Context: an optimization exercise on an open-source flow, tuned for small area, a short achievable clock period and few clock cycles per item. The choices shown serve that exercise and are no tape-out recipe. The RTL was checked by simulation tests, not by an equivalence proof against the original design. Power is estimated from default activity; no workload was simulated.

==> run F <==
// gf128_unit
module gf128_unit (
    input  wire         clk,
    input  wire         rst,
    input  wire         in_valid,
    output wire         in_ready,
    input  wire [1:0]   in_op,
    input  wire [127:0] in_data,
    output reg          out_valid,
    output reg          out_err,
    output wire [127:0] out_data
);
==> flow/config.mk <==
export PLATFORM = sky130hd
export DESIGN_NAME = gf128_unit
export DESIGN_NICKNAME = gf128_unit
export VERILOG_FILES = /design/flow/design.v
export SDC_FILE = /design/flow/constraint.sdc
export NUM_CORES = 4
export LEC_CHECK = 0
export CAP_MARGIN = 20
export CORE_MARGIN = 2
export CORE_UTILIZATION = 65
export PLACE_DENSITY = 0.8
export SLEW_MARGIN = 20
==> flow/constraint.sdc <==
create_clock -name core_clock -period 5.0 [get_ports {clk}]
set_input_delay 1.0000 -clock core_clock [delete_from_list [all_inputs] [get_ports {clk}]]
set_output_delay 1.0000 -clock core_clock [all_outputs]
set_load 0.01 [all_outputs]
run.sh (not shown) runs the stock make flow with config.mk's settings and CLKGATE_MAP_FILE= SYNTH_SCRIPT=/design/flow/synth_recipe.tcl, a recipe that flattens the netlist after the stock synthesis.
==> run X: changes against run F <==
--- a/flow/design.v
+++ b/flow/design.v
@@ -11,16 +11,17 @@
 );
     localparam OP_INITH = 2'd0;
     localparam OP_MULH  = 2'd1;
     localparam OP_FOLD  = 2'd2;
     localparam OP_LOADZ = 2'd3;
     reg [127:0] h;         
     reg         hvalid;
     reg [127:0] acc;       
+    reg         acc_zero;  
     reg         rdy;
     reg         c_valid;
     reg [1:0]   c_op;
     reg [127:0] c_data;
     assign in_ready = rdy;
     assign out_data = acc;
     reg  [3:0]   c_fold;
     wire [127:0] fmask = {{32{c_fold[3]}}, {32{c_fold[2]}}, {32{c_fold[1]}}, {32{c_fold[0]}}};
@@ -165,43 +166,46 @@
     assign rp[126] = (pr[126] ^ ((pr[247] ^ pr[252]) ^ (pr[253] ^ pr[254])));
     assign rp[127] = (pr[127] ^ (pr[254] ^ (pr[248] ^ pr[253])));
     wire [127:0] z;
     generate
         for (gi = 0; gi < 128; gi = gi + 1) begin : g_out
             assign z[127 - gi] = rp[gi];
         end
     endgenerate
+    wire acc_we = c_valid & ((c_op == OP_LOADZ) | ((c_op[0] ^ c_op[1]) & hvalid));
+    wire acc_zero_next = rst | (acc_zero & !acc_we);
+    wire in_fold = (in_op == OP_FOLD) & !acc_zero_next;
     always @(posedge clk) begin
         c_op   <= in_op;
         c_data <= in_data;
-        c_fold[0] <= (in_op == OP_FOLD);
-        c_fold[1] <= (in_op == OP_FOLD) & in_valid;
-        c_fold[2] <= (in_op == OP_FOLD) & rdy;
-        c_fold[3] <= (in_op == OP_FOLD) & in_valid & rdy;
+        c_fold[0] <= in_fold;
+        c_fold[1] <= in_fold & in_valid;
+        c_fold[2] <= in_fold & rdy;
+        c_fold[3] <= in_fold & in_valid & rdy;
+        acc_zero  <= acc_zero_next;
+        if (acc_we) acc <= (c_op == OP_LOADZ) ? c_data : z;
         if (rst) begin
             rdy       <= 1'b0;
             c_valid   <= 1'b0;
             hvalid    <= 1'b0;
-            acc       <= 128'd0;
             out_valid <= 1'b0;
             out_err   <= 1'b0;
         end else begin
             rdy       <= 1'b1;
             c_valid   <= in_valid & rdy;
             out_valid <= c_valid;
             out_err   <= c_valid & (c_op[0] ^ c_op[1]) & !hvalid;
             if (c_valid) begin
                 case (c_op)
                     OP_INITH: begin
                         h      <= c_data;
                         hvalid <= 1'b1;
                     end
-                    OP_LOADZ: acc <= c_data;
-                    default:  if (hvalid) acc <= z;
+                    default: ;
                 endcase
             end
         end
     end
 endmodule
 module gf_mul16_d5 (
     input  wire [15:0] a,
     input  wire [15:0] b,
==> flow/config.mk (replaced) <==
export PLATFORM = sky130hd
export DESIGN_NAME = gf128_unit
export DESIGN_NICKNAME = gf128_unit
export VERILOG_FILES = /design/flow/design.v
export SDC_FILE = /design/flow/constraint.sdc
export NUM_CORES = 4
export LEC_CHECK = 0
export CAP_MARGIN = 20
export CORE_MARGIN = 2
export CORE_UTILIZATION = 50
export PLACE_DENSITY = 0.7
export SLEW_MARGIN = 20
==> run summary <==
| metric | run F | run X |
|---|---|---|
| Result of the run | aborted with a tool error | aborted with a tool error |
| Last stage reached | 5_1_grt | 5_1_grt |
| Clock buffer count from CTS | 45 | 52 |
| Starting density of the core | 0.654 | 0.503 |
| Simple logic cell fraction of the synthesized area | 0.141 | 0.133 |
| Row count | 176 | 201 |
| Post-synth net total | 21100 | 20800 |
| Synthesized instance count | 21000 | 20600 |
| Flip-flop and latch count after synthesis | 395 | 396 |
| Most used flip-flop cell after synthesis | dfxtp_1 | edfxtp_1 |
| Number of buffers added for setup after CTS | 61 | 117 |
| Number of enable-type register cells in the synthesized netlist | 128 | 256 |
| Adder-cell share of the synthesized area | 0.000166 | 0.000166 |
| Mapped cell area | 150000 um^2 | 151000 um^2 |
| Area fraction in compound gates after synthesis | 0.177 | 0.174 |
| Half-perimeter wire length after detailed placement | 760 mm | 876 mm |
| Fraction of synthesized area in multiplexers | 0.00222 | 0.00425 |
| Die boundary width | 485 um | 554 um |
| Chip height | 485 um | 554 um |
| Placed cell areas | 191000 um^2 | 208000 um^2 |
| Portion of synthesized cell area occupied by the leading cell type | 0.361 | 0.360 |
| Per-instance average area after synthesis | 7.16 um^2 | 7.32 um^2 |
Testbench counts of run F, summed over its fixed seeds: cycles 744, items 672.
Testbench counts of run X, summed over its fixed seeds: cycles 744, items 672.

---

==> delta: inputs <==
Another version of the RTL of gf128_unit (not shown whole).
==> flow/config.mk <==
export PLATFORM = sky130hd
export DESIGN_NAME = gf128_unit
export DESIGN_NICKNAME = gf128_unit
export VERILOG_FILES = /design/flow/design.v
export SDC_FILE = /design/flow/constraint.sdc
export NUM_CORES = 4
export LEC_CHECK = 0
export CAP_MARGIN = 20
export CORE_MARGIN = 2
export CORE_UTILIZATION = 40
export PLACE_DENSITY = 0.6
export SETUP_SLACK_MARGIN = 1.5
export SLEW_MARGIN = 20
==> flow/constraint.sdc <==
create_clock -name core_clock -period 5.0 [get_ports {clk}]
set_input_delay 1.0000 -clock core_clock [delete_from_list [all_inputs] [get_ports {clk}]]
set_output_delay 1.0000 -clock core_clock [all_outputs]
set_load 0.01 [all_outputs]
==> indigo (differences from delta) <==
--- a/flow/design.v
+++ b/flow/design.v
@@ -21,10 +21,11 @@
     reg         acc_zero;  
     reg         c_valid;
     reg [1:0]   c_op;
     reg [127:0] c_x;       
     reg [1:0] step;
+    reg [127:0] zr;        
     assign out_data = acc;
     wire mul_cmd  = (c_op[0] ^ c_op[1]) & hvalid;    
     wire last     = (step == NS - 1);
     wire done_now = c_valid & (!mul_cmd | last);
     assign in_ready = !c_valid | done_now;
@@ -39,16 +40,11 @@
         end
         for (gi = 0; gi < D; gi = gi + 1) begin : g_dig
             assign dg[gi] = c_x[D - 1 - gi];
         end
     endgenerate
-    wire [127:0] zs;
-    generate
-        for (gi = 0; gi < 128; gi = gi + 1) begin : g_zs
-            assign zs[gi] = (step != 0) & acc[127 - gi];
-        end
-    endgenerate
+    wire [127:0] zs = (step == 0) ? 128'd0 : zr;
     wire [158:0] s;
     assign s[0] = (dg[0] & hp[0]);
     assign s[1] = ((dg[0] & hp[1]) ^ (dg[1] & hp[0]));
     assign s[2] = ((dg[2] & hp[0]) ^ ((dg[0] & hp[2]) ^ (dg[1] & hp[1])));
     assign s[3] = (((dg[0] & hp[3]) ^ (dg[1] & hp[2])) ^ ((dg[2] & hp[1]) ^ (dg[3] & hp[0])));
@@ -469,21 +465,21 @@
         for (gi = 0; gi < 128; gi = gi + 1) begin : g_out
             assign zw[127 - gi]  = zn[gi];
             assign zwd[127 - gi] = znd[gi];
         end
     endgenerate
-    wire mul_run = c_valid & mul_cmd;           
-    wire mul_we  = mul_run & last;              
+    wire mul_we  = c_valid & mul_cmd & last;
     wire load_we = c_valid & (c_op == OP_LOADZ);
     wire acc_zero_next = rst | (acc_zero & !(mul_we | load_we));
-    wire [127:0] acc_next = mul_run ? zw : (load_we ? c_x : acc);
+    wire [127:0] acc_next = mul_we ? zw : (load_we ? c_x : acc);
     wire in_fold = (in_op == OP_FOLD) & !acc_zero_next;
     wire [127:0] x_next = !in_fold ? in_data :
                           mul_we   ? zwd : ((load_we ? c_x : acc) ^ in_data);
     always @(posedge clk) begin
         acc      <= acc_next;
         acc_zero <= acc_zero_next;
+        zr       <= zn;
         if (accept) begin
             c_op <= in_op;
             c_x  <= x_next;
             step <= 0;
         end else begin
SETUP_SLACK_MARGIN = 1.0   (was 1.5)
==> run summary <==
metric                                                                                         indigo                    delta
Result of the run                                                             complete, no violations  complete, no violations
Met1 Use GR                                                                                    49.57%                   50.46%
Total number of placement rows                                                                    159                      157
Diodes inserted                                                                                    23                       14
Number of placed instances, taps included                                                       13270                    12920
Number of design-rule violations left by the first detailed-router iteration                    14300                    13740
Number of antenna violations at the first check in global routing                                  35                       29
Worst path max stage delay                                                                    0.92 ns                  0.59 ns
Placed wire-length estimate after detailed placement                                        267400 um                251900 um
Maximum number of pins on one net before global-route repair                                      163                      148
Routed length on met2                                                                       159300 um                154800 um
Setup crit end                                                                                c_x[71]                  c_x[32]
Critical register-to-register path endpoint                                                   c_x[71]                  c_x[32]
Post-synthesis compound-gate area fraction                                                     3.224%                   2.963%
Post-route fraction of the period consumed by the critical path                                82.88%                   73.34%
Register share of total power                                                                   14.9%                    15.3%
Total number of multi-input combinational cells                                                  9414                     9431
Testbench counts of delta, summed over its fixed seeds: cycles 2,760, items 672.
Testbench counts of indigo, summed over its fixed seeds: cycles 2,760, items 672.

## port drivers added, routing unchanged
Ports are ideal in the flow. The routed layouts listed here were re-timed in OpenROAD.
Step 1: set_driving_cell puts a clkbuf_16 on clk and a buf_2 on each other input, an assumption about the parent block.
Step 2 adds t to the input delays and takes it off the output delays; t is the mean of the earliest and latest rising clock arrival at the registers after step 1. Input paths then give back, and output paths get back, about the clock's delay inside the block.
Three values: no drivers, after step 1, after step 2; two values: the first two.
run	t, ns	setup WS [ns]	hold WS [ns]
delta	0.775	1.333 / 1.333 / 1.285	0.458 / 0.458 / 0.458
indigo	0.821	0.856 / 0.856 / 0.856	0.451 / 0.451 / 0.451
After both steps every run listed still meets setup and hold. For delta, which loses most, drivers alone change the setup slack by 0.000 ns; drivers and shift together by -0.048 ns.
